From an optimization exercise on the open Yosys and OpenROAD flow, aimed at small area, a short achievable clock period and few clock cycles per item; shortcuts taken in it are not production practice.
The RTL was checked by simulation tests, not by an equivalence proof against the original design.
Power and IR drop assume default switching activity.

<file path="design/flow/run.sh">
#!/bin/bash
# synth_recipe.tcl (not shown) runs the flow's synth.tcl, then flattens the netlist and writes it again
# the make line also repeats each setting of config.mk as NAME=value (left out here)
make -C /OpenROAD-flow-scripts/flow DESIGN_CONFIG=/design/flow/config.mk WORK_HOME=/design/flow/orfs CLKGATE_MAP_FILE= SYNTH_SCRIPT=/design/flow/synth_recipe.tcl finish
</file>
<file path="design/flow/config.mk">
export PLATFORM = sky130hd
export DESIGN_NAME = irig_tce
export DESIGN_NICKNAME = irig_tce
export VERILOG_FILES = /design/flow/design.v
export SDC_FILE = /design/flow/constraint.sdc
export NUM_CORES = 4
export LEC_CHECK = 0
export CAP_MARGIN = 20
export CORE_MARGIN = 2
export CORE_UTILIZATION = 40
export PLACE_DENSITY = 0.6
export SLEW_MARGIN = 20
</file>
<file path="design/flow/constraint.sdc">
create_clock -name core_clock -period 13.0 [get_ports {clk}]
set_input_delay 2.6000 -clock core_clock [delete_from_list [all_inputs] [get_ports {clk}]]
set_output_delay 2.6000 -clock core_clock [all_outputs]
set_load 0.01 [all_outputs]
</file>
<file path="design/flow/design.v">
module irig_tce (
    input  wire        clk,
    input  wire        rst,
    input  wire        load,
    input  wire        tick,
    input  wire [1:0]  rc,           
    output wire        cmd_ready,
    input  wire        tbl_we,
    input  wire [6:0]  tbl_addr,
    input  wire [7:0]  tbl_wdata,
    input  wire        cfg_irig,
    input  wire        cfg_year,
    input  wire        cfg_ieee,
    input  wire        leap_ins,
    input  wire        leap_del,
    input  wire [6:0]  leap_tyear,
    input  wire [8:0]  leap_tday,
    input  wire [4:0]  leap_thour,
    input  wire [5:0]  leap_tmin,
    input  wire        leap_warn,
    input  wire [6:0]  start_year,
    input  wire [8:0]  start_day,
    input  wire [4:0]  start_hour,
    input  wire [5:0]  start_min,
    input  wire [5:0]  start_sec,
    input  wire        dst_req,
    input  wire        dst_active0,
    input  wire [6:0]  dst_tyear,
    input  wire [8:0]  dst_tday,
    input  wire [4:0]  dst_thour,
    input  wire [5:0]  dst_tmin,
    input  wire        cfg_off_sign,
    input  wire [3:0]  cfg_off_hours,
    input  wire        cfg_off_half,
    input  wire [3:0]  tq,
    input  wire [3:0]  dut1,
    input  wire [10:0] fsync,
    input  wire [10:0] fhour,
    output wire        pd_valid,
    input  wire        pd_ready,
    output reg  [9:0]  pd_dur,
    output reg  [10:0] pd_freq,
    output reg  [1:0]  pd_level,
    output reg         fault,
    output reg  [2:0]  fcause,
    output reg  [6:0]  findex,
    output reg  [6:0]  ct_year,
    output reg  [8:0]  ct_day,
    output reg  [4:0]  ct_hour,
    output reg  [5:0]  ct_min,
    output reg  [5:0]  ct_sec,
    output reg         dst_active,
    output reg         dst_pend,
    output reg         off_sign,
    output reg  [3:0]  off_hours,
    output reg         off_half
);
    localparam [1:0] LS_NORMAL = 2'd0, LS_DELETING = 2'd1,
                     LS_INSERTING = 2'd2, LS_ZAI = 2'd3;
    localparam [1:0] LVL_OFF = 2'd0, LVL_LOW = 2'd1, LVL_HIGH = 2'd2;
    localparam [1:0] K_ZERO = 2'd0, K_ONE = 2'd1, K_PI = 2'd2;
    localparam [6:0] IRIG_RC_BIT = 7'd42;
    localparam [2:0] FC_OP = 3'd1, FC_ARG = 3'd2, FC_FMT = 3'd3, FC_CUR = 3'd4;
    localparam [1:0] ST_IDLE = 2'd0, ST_EXTRA = 2'd1, ST_EXEC = 2'd2;
    reg [1:0]  state;
    reg [1:0]  sub;             
    reg [1:0]  rc_q;
    reg [1:0]  leap_state;
    reg [6:0]  dst_ty;
    reg [8:0]  dst_td;
    reg [4:0]  dst_th;
    reg [5:0]  dst_tm;
    reg [4:0]  cur;
    reg [6:0]  bit_idx;
    reg [7:0]  wwv_tbl  [0:63];   
    reg [7:0]  irig_tbl [0:49];   
    assign cmd_ready = (state == ST_IDLE);
    function [8:0] year_len;
        input [6:0] y;
        year_len = (y[1:0] == 2'b00) ? 9'd366 : 9'd365;
    endfunction
    reg  [1:0] ls1, adv_ls;
    reg  [5:0] adv_sec;
    reg  [6:0] adv_min;
    reg  [4:0] adv_hour;
    reg  [8:0] adv_day;
    reg  [6:0] adv_year;
    reg        adv_active, adv_pend, adv_extra;
    reg        adv_osign, adv_ohalf;
    reg  [3:0] adv_ohours;
    reg        dst_fire;
    wire leap_match = (ct_year == leap_tyear) && (ct_day == leap_tday) &&
                      (ct_hour == leap_thour) && (ct_min == leap_tmin);
    always @* begin
        ls1 = leap_state;
        if (leap_state == LS_NORMAL && leap_match) begin
            if (leap_del && ct_sec == 6'd58)
                ls1 = LS_DELETING;
            else if (leap_ins && ct_sec == 6'd59)
                ls1 = LS_INSERTING;
        end
        case (ls1)
            LS_NORMAL: begin
                adv_sec = (ct_sec >= 6'd59) ? ct_sec - 6'd59 : ct_sec + 6'd1;
                adv_ls  = LS_NORMAL;
            end
            LS_DELETING: begin
                adv_sec = 6'd0;
                adv_ls  = LS_NORMAL;
            end
            LS_INSERTING: begin
                adv_sec = 6'd60;
                adv_ls  = LS_ZAI;
            end
            default: begin
                adv_sec = 6'd0;
                adv_ls  = LS_NORMAL;
            end
        endcase
        adv_min    = {1'b0, ct_min};
        adv_hour   = ct_hour;
        adv_day    = ct_day;
        adv_year   = ct_year;
        adv_active = dst_active;
        adv_pend   = dst_pend;
        adv_osign  = off_sign;
        adv_ohours = off_hours;
        adv_ohalf  = off_half;
        adv_extra  = 1'b0;
        dst_fire   = 1'b0;
        if (adv_sec == 6'd0) begin
            adv_min = adv_min + 7'd1;
            if (adv_min >= 7'd60) begin
                adv_min  = 7'd0;
                adv_hour = adv_hour + 5'd1;
            end
            dst_fire = dst_pend && (ct_year == dst_ty) && (ct_day == dst_td) &&
                       (adv_hour == dst_th) && (adv_min[5:0] == dst_tm);
            if (dst_fire) begin
                if (!dst_active) begin
                    adv_hour   = adv_hour + 5'd1;
                    adv_active = 1'b1;
                    if (!off_sign) begin
                        if (off_hours == 4'd15) begin
                            adv_osign  = 1'b1;
                            adv_ohours = off_half ? 4'd7 : 4'd8;
                        end else begin
                            adv_osign  = 1'b0;
                            adv_ohours = off_hours + 4'd1;
                        end
                    end else begin
                        if (off_hours == 4'd0) begin
                            adv_osign  = 1'b0;
                            adv_ohours = off_half ? 4'd0 : 4'd1;
                        end else begin
                            adv_osign  = 1'b1;
                            adv_ohours = off_hours - 4'd1;
                        end
                    end
                end else begin
                    adv_hour   = adv_hour - 5'd1;
                    adv_active = 1'b0;
                    if (off_sign) begin
                        if (off_hours == 4'd15) begin
                            adv_osign  = 1'b0;
                            adv_ohours = off_half ? 4'd7 : 4'd8;
                        end else begin
                            adv_osign  = 1'b1;
                            adv_ohours = off_hours + 4'd1;
                        end
                    end else begin
                        if (off_hours == 4'd0) begin
                            adv_osign  = 1'b1;
                            adv_ohours = off_half ? 4'd0 : 4'd1;
                        end else begin
                            adv_osign  = 1'b0;
                            adv_ohours = off_hours - 4'd1;
                        end
                    end
                end
                adv_pend = 1'b0;
            end
        end
        if (adv_hour >= 5'd24) begin
            adv_hour = adv_hour - 5'd24;
            adv_day  = adv_day + 9'd1;
        end
        if (adv_day > year_len(ct_year)) begin
            adv_extra = leap_warn;
            adv_day   = 9'd1;
            adv_year  = (ct_year >= 7'd99) ? 7'd0 : ct_year + 7'd1;
        end
    end
    reg [6:0] pm_year;
    reg [8:0] pm_day;
    reg [4:0] pm_hour;
    reg [5:0] pm_min;
    reg [7:0] pm_ytmp;
    always @* begin
        pm_year = dst_ty;
        pm_day  = dst_td;
        pm_hour = dst_th;
        pm_min  = dst_tm;
        pm_ytmp = {1'b0, dst_ty} + 8'd99;
        if (dst_tm != 6'd0) begin
            pm_min = dst_tm - 6'd1;
        end else if (dst_th != 5'd0) begin
            pm_hour = dst_th - 5'd1;
            pm_min  = 6'd59;
        end else if (dst_td > 9'd1) begin
            pm_day  = dst_td - 9'd1;
            pm_hour = 5'd23;
            pm_min  = 6'd59;
        end else begin
            if (pm_ytmp >= 8'd200)
                pm_ytmp = pm_ytmp - 8'd200;
            else if (pm_ytmp >= 8'd100)
                pm_ytmp = pm_ytmp - 8'd100;
            pm_year = pm_ytmp[6:0];
            pm_day  = year_len(pm_ytmp[6:0]);
            pm_hour = 5'd23;
            pm_min  = 6'd59;
        end
    end
    wire leap_pending  = (leap_ins || leap_del) && leap_match;
    wire leap_polarity = leap_del && leap_match;
    wire dst_pending   = dst_pend && (ct_year == pm_year) && (ct_day == pm_day) &&
                         (ct_hour == pm_hour) && (ct_min == pm_min);
    wire [13:0] cf_data = cfg_ieee ?
        {tq, off_half, off_hours, off_sign, dst_active, dst_pending, leap_polarity, leap_pending} :
        14'd0;
    wire [3:0] yr_tens   = (ct_year / 10) % 10;
    wire [3:0] yr_units  = ct_year % 10;
    wire [3:0] day_hund  = (ct_day / 100) % 10;
    wire [3:0] day_tens  = (ct_day / 10) % 10;
    wire [3:0] day_units = ct_day % 10;
    wire [3:0] hr_tens   = (ct_hour / 10) % 10;
    wire [3:0] hr_units  = ct_hour % 10;
    wire [3:0] mn_tens   = (ct_min / 10) % 10;
    wire [3:0] mn_units  = ct_min % 10;
    wire [3:0] sc_tens   = (ct_sec / 10) % 10;
    wire [3:0] sc_units  = ct_sec % 10;
    wire [19:0] sbs = {14'd0, ct_sec} + 20'd60 * {13'd0, ct_min} + 20'd3600 * {15'd0, ct_hour};
    wire [3:0] iy_tens  = cfg_year ? yr_tens  : 4'd0;
    wire [3:0] iy_units = cfg_year ? yr_units : 4'd0;
    wire parity = cfg_ieee & (^cf_data ^ ^iy_tens ^ ^iy_units ^ ^day_hund ^ ^day_tens ^
                              ^day_units ^ ^hr_tens ^ ^hr_units ^ ^mn_tens ^ ^mn_units ^
                              ^sc_tens ^ ^sc_units);
    wire [19:0] cf_word = {5'd0, parity, cf_data};
    reg [2:0] frame_tbl;
    reg [6:0] frame_no;
    reg [3:0] frame_pos;
    always @* begin
        frame_no  = bit_idx / 10;
        frame_pos = bit_idx % 10;
        case (frame_no)
            7'd0:    frame_tbl = 3'd0;
            7'd6:    frame_tbl = 3'd2;
            7'd7:    frame_tbl = 3'd3;
            7'd8:    frame_tbl = 3'd2;
            7'd9:    frame_tbl = 3'd4;
            default: frame_tbl = 3'd1;
        endcase
    end
    wire [5:0] irig_addr = frame_tbl * 10 + frame_pos;
    wire [7:0] entry     = cfg_irig ? irig_tbl[irig_addr] : wwv_tbl[ct_sec];
    wire [3:0] op        = entry[7:4];
    wire [3:0] arg       = entry[3:0];
    wire op_is_dec  = (op == 4'd3) || (op == 4'd4) || (op == 4'd5) || (op == 4'd7);
    wire op_wwvonly = (op == 4'd1) || (op == 4'd7) || (op == 4'd8) || (op == 4'd9) ||
                      (op == 4'd10) || (op == 4'd11) || (op == 4'd12);
    wire f_op  = (op >= 4'd13);
    wire f_fmt = cfg_irig && op_wwvonly;
    wire f_arg = ((op == 4'd0) || (op == 4'd1)) && (arg >= 4'd3);
    wire f_cur = op_is_dec && (cur == 5'd0);
    reg        ex_fault;
    reg [2:0]  ex_cause;
    always @* begin
        ex_fault = 1'b1;
        if (f_op)
            ex_cause = FC_OP;
        else if (f_fmt)
            ex_cause = FC_FMT;
        else if (f_arg)
            ex_cause = FC_ARG;
        else if (f_cur)
            ex_cause = FC_CUR;
        else begin
            ex_cause = 3'd0;
            ex_fault = 1'b0;
        end
    end
    wire [4:0] eff_cur = op_is_dec ? cur - 5'd1 : cur;
    reg [3:0] digit;
    always @* begin
        digit = 4'd0;
        if (cfg_irig) begin
            case (eff_cur)
                5'd0:  digit = sbs[19:16];
                5'd1:  digit = sbs[15:12];
                5'd2:  digit = sbs[11:8];
                5'd3:  digit = sbs[7:4];
                5'd4:  digit = sbs[3:0];
                5'd5:  digit = cf_word[19:16];
                5'd6:  digit = cf_word[15:12];
                5'd7:  digit = cf_word[11:8];
                5'd8:  digit = cf_word[7:4];
                5'd9:  digit = cf_word[3:0];
                5'd10: digit = iy_tens;
                5'd11: digit = iy_units;
                5'd12: digit = 4'd0;
                5'd13: digit = day_hund;
                5'd14: digit = day_tens;
                5'd15: digit = day_units;
                5'd16: digit = hr_tens;
                5'd17: digit = hr_units;
                5'd18: digit = mn_tens;
                5'd19: digit = mn_units;
                5'd20: digit = sc_tens;
                5'd21: digit = sc_units;
                default: digit = 4'd0;
            endcase
        end else begin
            case (eff_cur)
                5'd0: digit = yr_tens;
                5'd1: digit = day_hund;
                5'd2: digit = day_tens;
                5'd3: digit = day_units;
                5'd4: digit = hr_tens;
                5'd5: digit = hr_units;
                5'd6: digit = mn_tens;
                5'd7: digit = mn_units;
                5'd8: digit = yr_units;
                default: digit = 4'd0;
            endcase
        end
    end
    reg [1:0] kind;
    reg       notick;
    reg       marker;
    always @* begin
        kind   = K_ZERO;
        notick = 1'b0;
        marker = 1'b0;
        case (op)
            4'd0:  kind = arg[1:0];
            4'd1:  begin kind = arg[1:0]; notick = 1'b1; end
            4'd2:  kind = ((digit & arg) != 4'd0) ? K_ONE : K_ZERO;
            4'd3:  kind = K_PI;
            4'd4:  kind = ((digit & arg) != 4'd0) ? K_ONE : K_ZERO;
            4'd5:  kind = K_ZERO;
            4'd6:  kind = K_PI;
            4'd7:  begin kind = K_PI; notick = 1'b1; end
            4'd8:  marker = 1'b1;
            4'd9:  kind = leap_warn ? K_ONE : K_ZERO;
            4'd10: kind = ((dut1 & arg) != 4'd0) ? K_ONE : K_ZERO;
            4'd11: kind = dst_active ? K_ONE : K_ZERO;
            4'd12: kind = dst_active ? K_ONE : K_ZERO;
            default: kind = K_ZERO;
        endcase
    end
    wire        rc_add = (rc_q == 2'd1);
    wire        rc_rem = (rc_q == 2'd2);
    reg  [9:0]  wwv_w;      
    reg  [9:0]  irig_m;     
    reg  [9:0]  wwv_quiet;
    reg  [9:0]  irig_space;
    reg  [9:0]  mark_quiet;
    reg  [1:0]  grp_last;   
    always @* begin
        case (kind)
            K_ONE:   begin wwv_w = 10'd570; irig_m = 10'd5; end
            K_PI:    begin wwv_w = 10'd770; irig_m = 10'd8; end
            default: begin wwv_w = 10'd170; irig_m = 10'd2; end
        endcase
        if (state == ST_EXTRA)
            wwv_w = 10'd170;
        wwv_quiet  = 10'd970 - wwv_w;
        mark_quiet = 10'd200;
        if (rc_add) begin
            wwv_quiet  = wwv_quiet + 10'd10;
            mark_quiet = mark_quiet + 10'd10;
        end else if (rc_rem) begin
            wwv_quiet  = wwv_quiet - 10'd10;
            mark_quiet = mark_quiet - 10'd10;
        end
        irig_space = 10'd10 - irig_m;
        if (bit_idx == IRIG_RC_BIT) begin
            if (rc_add)
                irig_space = irig_space + 10'd1;
            else if (rc_rem)
                irig_space = irig_space - 10'd1;
        end
        grp_last = 2'd3;
        pd_dur   = 10'd0;
        pd_freq  = 11'd0;
        pd_level = LVL_OFF;
        if (state == ST_EXEC && cfg_irig) begin
            grp_last = 2'd1;
            if (sub == 2'd0) begin
                pd_dur = irig_m;     pd_freq = 11'd1000; pd_level = LVL_HIGH;
            end else begin
                pd_dur = irig_space; pd_freq = 11'd1000; pd_level = LVL_LOW;
            end
        end else if (state == ST_EXEC && marker) begin
            grp_last = 2'd1;
            if (sub == 2'd0) begin
                pd_dur = 10'd800; pd_freq = (ct_min == 6'd0) ? fhour : fsync; pd_level = LVL_HIGH;
            end else begin
                pd_dur = mark_quiet; pd_freq = 11'd0; pd_level = LVL_OFF;
            end
        end else if (state == ST_EXEC && notick) begin
            grp_last = 2'd2;
            case (sub)
                2'd0:    begin pd_dur = 10'd30;    pd_freq = 11'd0;   pd_level = LVL_OFF; end
                2'd1:    begin pd_dur = wwv_w;     pd_freq = 11'd100; pd_level = LVL_LOW; end
                default: begin pd_dur = wwv_quiet; pd_freq = 11'd0;   pd_level = LVL_OFF; end
            endcase
        end else begin
            case (sub)
                2'd0:    begin pd_dur = 10'd5;     pd_freq = 11'd1000; pd_level = LVL_HIGH; end
                2'd1:    begin pd_dur = 10'd25;    pd_freq = 11'd0;    pd_level = LVL_OFF;  end
                2'd2:    begin pd_dur = wwv_w;     pd_freq = 11'd100;  pd_level = LVL_LOW;  end
                default: begin pd_dur = wwv_quiet; pd_freq = 11'd0;    pd_level = LVL_OFF;  end
            endcase
        end
    end
    assign pd_valid = (state == ST_EXTRA) || (state == ST_EXEC && !ex_fault);
    wire pd_fire   = pd_valid && pd_ready;
    wire grp_done  = pd_fire && (sub == grp_last);
    always @(posedge clk) begin
        if (tbl_we) begin
            if (tbl_addr < 7'd61)
                wwv_tbl[tbl_addr[5:0]] <= tbl_wdata;
            else if (tbl_addr >= 7'd64 && tbl_addr < 7'd114)
                irig_tbl[tbl_addr - 7'd64] <= tbl_wdata;
        end
    end
    always @(posedge clk) begin
        if (rst) begin
            state <= ST_IDLE;
            sub   <= 2'd0;
        end else begin
            case (state)
                ST_IDLE: begin
                    sub <= 2'd0;
                    if (load) begin
                        ct_year    <= start_year;
                        ct_day     <= start_day;
                        ct_hour    <= start_hour;
                        ct_min     <= start_min;
                        ct_sec     <= start_sec;
                        leap_state <= LS_NORMAL;
                        dst_active <= dst_active0;
                        dst_pend   <= dst_req;
                        dst_ty     <= dst_tyear;
                        dst_td     <= dst_tday;
                        dst_th     <= dst_thour;
                        dst_tm     <= dst_tmin;
                        off_sign   <= cfg_off_sign;
                        off_hours  <= cfg_off_hours;
                        off_half   <= cfg_off_half;
                        cur        <= cfg_irig ? 5'd21 : 5'd8;
                        bit_idx    <= 7'd0;
                        fault      <= 1'b0;
                        fcause     <= 3'd0;
                        findex     <= 7'd0;
                    end else if (tick && !fault) begin
                        rc_q       <= rc;
                        ct_year    <= adv_year;
                        ct_day     <= adv_day;
                        ct_hour    <= adv_hour;
                        ct_min     <= adv_min[5:0];
                        ct_sec     <= adv_sec;
                        leap_state <= adv_ls;
                        dst_active <= adv_active;
                        dst_pend   <= adv_pend;
                        off_sign   <= adv_osign;
                        off_hours  <= adv_ohours;
                        off_half   <= adv_ohalf;
                        bit_idx    <= 7'd0;
                        if (cfg_irig)
                            cur <= 5'd21;
                        else if (adv_sec == 6'd0)
                            cur <= 5'd8;
                        state <= adv_extra ? ST_EXTRA : ST_EXEC;
                    end
                end
                ST_EXTRA: begin
                    if (pd_fire) begin
                        if (sub == 2'd3) begin
                            sub   <= 2'd0;
                            state <= ST_EXEC;
                        end else begin
                            sub <= sub + 2'd1;
                        end
                    end
                end
                ST_EXEC: begin
                    if (ex_fault) begin
                        fault  <= 1'b1;
                        fcause <= ex_cause;
                        findex <= cfg_irig ? bit_idx : {1'b0, ct_sec};
                        state  <= ST_IDLE;
                    end else if (grp_done) begin
                        sub <= 2'd0;
                        if (op_is_dec)
                            cur <= cur - 5'd1;
                        if (cfg_irig && bit_idx != 7'd99) begin
                            bit_idx <= bit_idx + 7'd1;
                        end else begin
                            bit_idx <= 7'd0;
                            state   <= ST_IDLE;
                        end
                    end else if (pd_fire) begin
                        sub <= sub + 2'd1;
                    end
                end
                default: state <= ST_IDLE;
            endcase
        end
    end
endmodule
</file>
==> run notes <==
report_power, final:
group | switching, W | internal, W
clock network | 0.00134 | 0.00180
logic | 0.00431 | 0.00346
registers | 0.000166 | 0.00370
cells in the final DEF, fill, tap and decap left out, types with 22 or more instances in the layout:
| cell type | synthesis | routed |
|---|---|---|
| edfxtp_1 | 1006 | 1006 |
| nor2b_1 | 31 | 30 |
| o211ai_1 | 24 | 24 |
| mux2i_1 | 55 | 54 |
| xor2_1 | 56 | 55 |
| clkbuf_16 | 0 | 110 |
| o22ai_1 | 26 | 26 |
| ha_1 | 140 | 137 |
| nand2b_1 | 33 | 33 |
| clkinv_1 | 9 | 25 |
| clkdlybuf4s50_1 | 0 | 218 |
| conb_1 | 1 | 24 |
| and2_1 | 23 | 23 |
| nor3_1 | 79 | 71 |
| nand2_1 | 234 | 234 |
| mux4_2 | 274 | 274 |
| inv_1 | 128 | 128 |
| nor4_1 | 26 | 22 |
| a31oi_1 | 32 | 30 |
| buf_4 | 10 | 145 |
| nor2_1 | 327 | 321 |
| a21oi_1 | 149 | 146 |
| nand3_1 | 70 | 70 |
| o31ai_1 | 34 | 32 |
| a21o_1 | 22 | 22 |
| a22oi_1 | 32 | 31 |
| xnor2_1 | 163 | 162 |
| mux2_2 | 23 | 23 |
| o21ai_0 | 137 | 135 |
cell families after synthesis:
logic type / share of synthesized area
buffers and inverters: 0.02784
muxes: 0.1342
xor gates and xnor gates: 0.03710
and+or+nand+nor: 0.08614
other: 0.00007169
adders and majority gates: 0.04057
AOI/OAI and AO/OA: 0.09274
DFF: 0.5814
path summary, 6_finish.rpt:
| check | startpoint | to | depth (start not counted) | slack (ns) |
|---|---|---|---|---|
| hold / removal | state[0]$_SDFFE_PP0P_ | state[0]$_SDFFE_PP0P_ | 2 | 0.50 |
| setup / recovery | bit_idx[4]$_SDFFCE_PN0P_ | pd_dur[4] | 41 | 0.32 |
| setup reg to reg | bit_idx[4]$_SDFFCE_PN0P_ | cur[2]$_DFFE_PP_ | 30 | 4.44 |
| hold reg to reg | state[0]$_SDFFE_PP0P_ | state[0]$_SDFFE_PP0P_ | 2 | 0.50 |
stage by stage:
| step | TNS, ns | cell area (sq um) | util | hold slack [ns] | power, W |
|---|---|---|---|---|---|
| floorplan | 0 | 52390 | - | 0.4632 | 0.008670 |
| global placement | 0 | 56850 | 0.4385 | 0.4832 | 0.01092 |
| detailed placement | 0 | 56850 | 0.4385 | 0.4861 | 0.01094 |
| CTS | 0 | 60560 | 0.4671 | 0.5039 | 0.01423 |
| global route | -0.1258 | 61120 | 0.4715 | 0.5479 | 0.01543 |
| finish | 0 | 61130 | 0.4715 | 0.4984 | 0.01478 |
tightest hold or removal path, cell delays in order (launching register included):
cell and delay (ns):
dfxtp_1 0.33, nand3b_1 0.08, nand2_1 0.05
cells in the mapped netlist (20+ instances only):
master    count  area, sq um
nand4_1      20        125.1
nor4_1       26        162.7
inv_1       128        480.5
o22ai_1      26        162.7
o31ai_1      34        255.2
clkbuf_1    135        506.7
ha_1        140         1752
edfxtp_1   1006        30210
nor2_1      327         1227
mux4_2      274         6171
xnor2_1     163         1428
a21oi_1     149        745.7
mux2i_1      55        550.5
a21o_1       22        165.2
nand2_1     234        878.3
buf_1        24        90.09
buf_2        38        190.2
and2_1       23        143.9
a31oi_1      32        200.2
o21ai_0     137        685.7
mux2_2       23        259.0
nor2b_1      31        193.9
nand2b_1     33        206.5
nor3_1       79        395.4
xor2_1       56        490.5
nand3_1      70        350.3
o211ai_1     24        180.2
a22oi_1      32        240.2
registers in the layout, summed over array words and instances (netlist names), 3 cells and up, named ones only:
register / cells
dst_tm: 6
dst_th: 5
dst_td: 9
ct_hour: 5
bit_idx: 7
fcause: 3
cur: 5
off_hours: 4
irig_tbl: 400
wwv_tbl: 512
findex: 7
dst_ty: 7
ct_min: 6
ct_day: 9
ct_sec: 6
ct_year: 7
cell type report:
class                           count  share of cell area
Inverter                          138            0.008474
Tap cell                         1742             0.03566
Multi-Input combinational cell   2407              0.3431
Sequential cell                  1016              0.4976
Antenna cell                        2          0.00008188
Clock buffer                      126             0.04567
Timing Repair Buffer              376             0.05662
Clock inverter                     67             0.01281
routing by layer:
layer	up-vias	share of wire	global-route usage
li1	15180	-	-
met1	17270	0.42	0.3064
met2	1415	0.47	0.3653
met3	287	0.070	0.03761
met4	16	0.037	0.07972
met5	-	0.00067	0
timing repair:
| action | CTS | global route |
|---|---|---|
| gates cloned | 1 | 1 |
| resized for setup | 19 | 57 |
| pin swaps | 5 | 21 |
| setup endpoints to repair | 8 | 9 |
| setup buffers | 6 | 28 |
==> metrics.csv <==
stage;metric;value;unit
setup_path;endpoint_kind;output pin;
synthesis;postSynthCellCount;3751;
setup_path;critical_path_required;10.40;ns
clock_network;clk_pin_slew;0.06;ns
setup_path;cp_top_family;compound AO/OA/AOI/OAI gates;
setup_path;cp_max_fo;9;
sta;max_freq;78.83;MHz
placement;dp_hpwl;105100;um
floorplanning;die_y;365.6;um
placement;io_buffers;230;
synthesis;synth-edff-count;1006;
synthesis;ys_ff_latch;1016;
sta;hold_viol;0;
hold_path;min_path_type;flip-flop to flip-flop;
grt;grt_max_degree;96;
setup_path;path_buf_inv;9;
synthesis;ys_seq_area_frac;0.5814;
synthesis;ys_types;122;
final_layout;layout.area.seq;0.03042;sq mm
floorplanning;coreArea;0.1296;sq mm
sta;relSlewSlack;0.2879;
placement;pre_cts_ws;0.07804;ns
status;status;complete, no violations;
clock_network;cts_max_level;3;
detailed_routing;routed_wl;153200;um
grt;grt_overflow;0;
final_layout;finalNonFillerCells;5874;
sta;setup_slack;0.3151;ns
power_and_ir_drop;p_per_area;241.7;mW/mm^2
setup_path;crit_path_frequent_cell;buf_4;
final_layout;area_delta_synth_final;16.86;%
clock_network;clk_latency;0.73;ns
power_and_ir_drop;p_leak;20.34;nW
sta;min_period;12.68;ns
synthesis;async_flop_share;0;
floorplanning;die_x;365.6;um
setup_path;cpPeakStageDelay;0.73;ns
synthesis;syn-cell-area;0.05231;sq mm
sta;finalClockSkew;0.06284;ns
detailed_routing;drc;0;
final_layout;multi_input_area;0.02097;sq mm
grt;track_usage;0.2252;
grt;grt_pass1_vias;33070;
synthesis;syn_avg_cell_area;13.94;sq um
final_layout;drive_gt1_frac;0.1765;
run;maxCapViolCount;0;
sta;rsz0062_at_grt;true;
detailed_routing;first_iter_violations;3368;
placement;dp.cells;5643;
detailed_routing;via_per_inst;5.818;
detailed_routing;ant_nets;0;
floorplanning;dieArea;0.1337;sq mm
synthesis;yosysWarnings;1;
detailed_routing;vias;34170;
sta;worst_pin_slew;1.068;ns
floorplanning;io_pins;231;
sta;finalCritPeriodShare;0.9758;
clock_network;clockRootBuffer;clkbuf_16;
grt;grt_pass1_wl;222000;um
synthesis;ys.flop_type;edfxtp_1;
clock_network;cts_made_buffers;107;
placement;gp_congestion;0.9571;
setup_path;worstPathArrival;10.08;ns
final_layout;final_nets;4357;
floorplanning;num_rows;132;
clock_network;cts.sinks;1016;
setup_path;slowest_stage;fa_2;
floorplanning;start_util;0.4034;
detailed_routing;wl_per_cell;26.08;um
grt;antenna_found_initial;12;
detailed_routing;drtPass1Iterations;8;
sta;setup_viol;0;
clock_network;clk_path_buf_depth;3;
clock_network;cts_tree;yes;
power_and_ir_drop;irDropWorstVdd;0.2210;mV
sta;slew_viol_final;0;
setup_path;critical_path_class;flip-flop to output pin;
final_layout;fill_cells;11270;
clock_network;postCtsHoldBufs;0;
setup_path;crit_path_start_kind;flip-flop;
Testbench counts, summed over its fixed seeds: cycles 43,302, items 40,182.

static timing again, ports no longer ideal:
The results above use ideal ports. As a check the final layout listed here was re-extracted and re-timed, cells and wires unchanged.
Step 1 assumes that a clkbuf_16 drives the clock port and a buf_2 every other input.
Step 2, shift: input delay + t, output delay - t, t = (earliest + latest rising clock arrival at the registers) / 2. This alone moves slack from input paths to output paths.
Three values: ideal ports, drivers, drivers and shift; two values: the first two.
t, ns: 0.773
slack for setup (ns): 0.315 / 0.242 / 0.683
hold WS [ns]: 0.498 / 0.498 / 0.498
slew at the worst register clock pin (ns): 0.07 / 0.07
After both steps setup and hold are still met in this run. For this run, drivers alone change the setup slack by -0.073 ns; drivers and shift together by +0.368 ns.
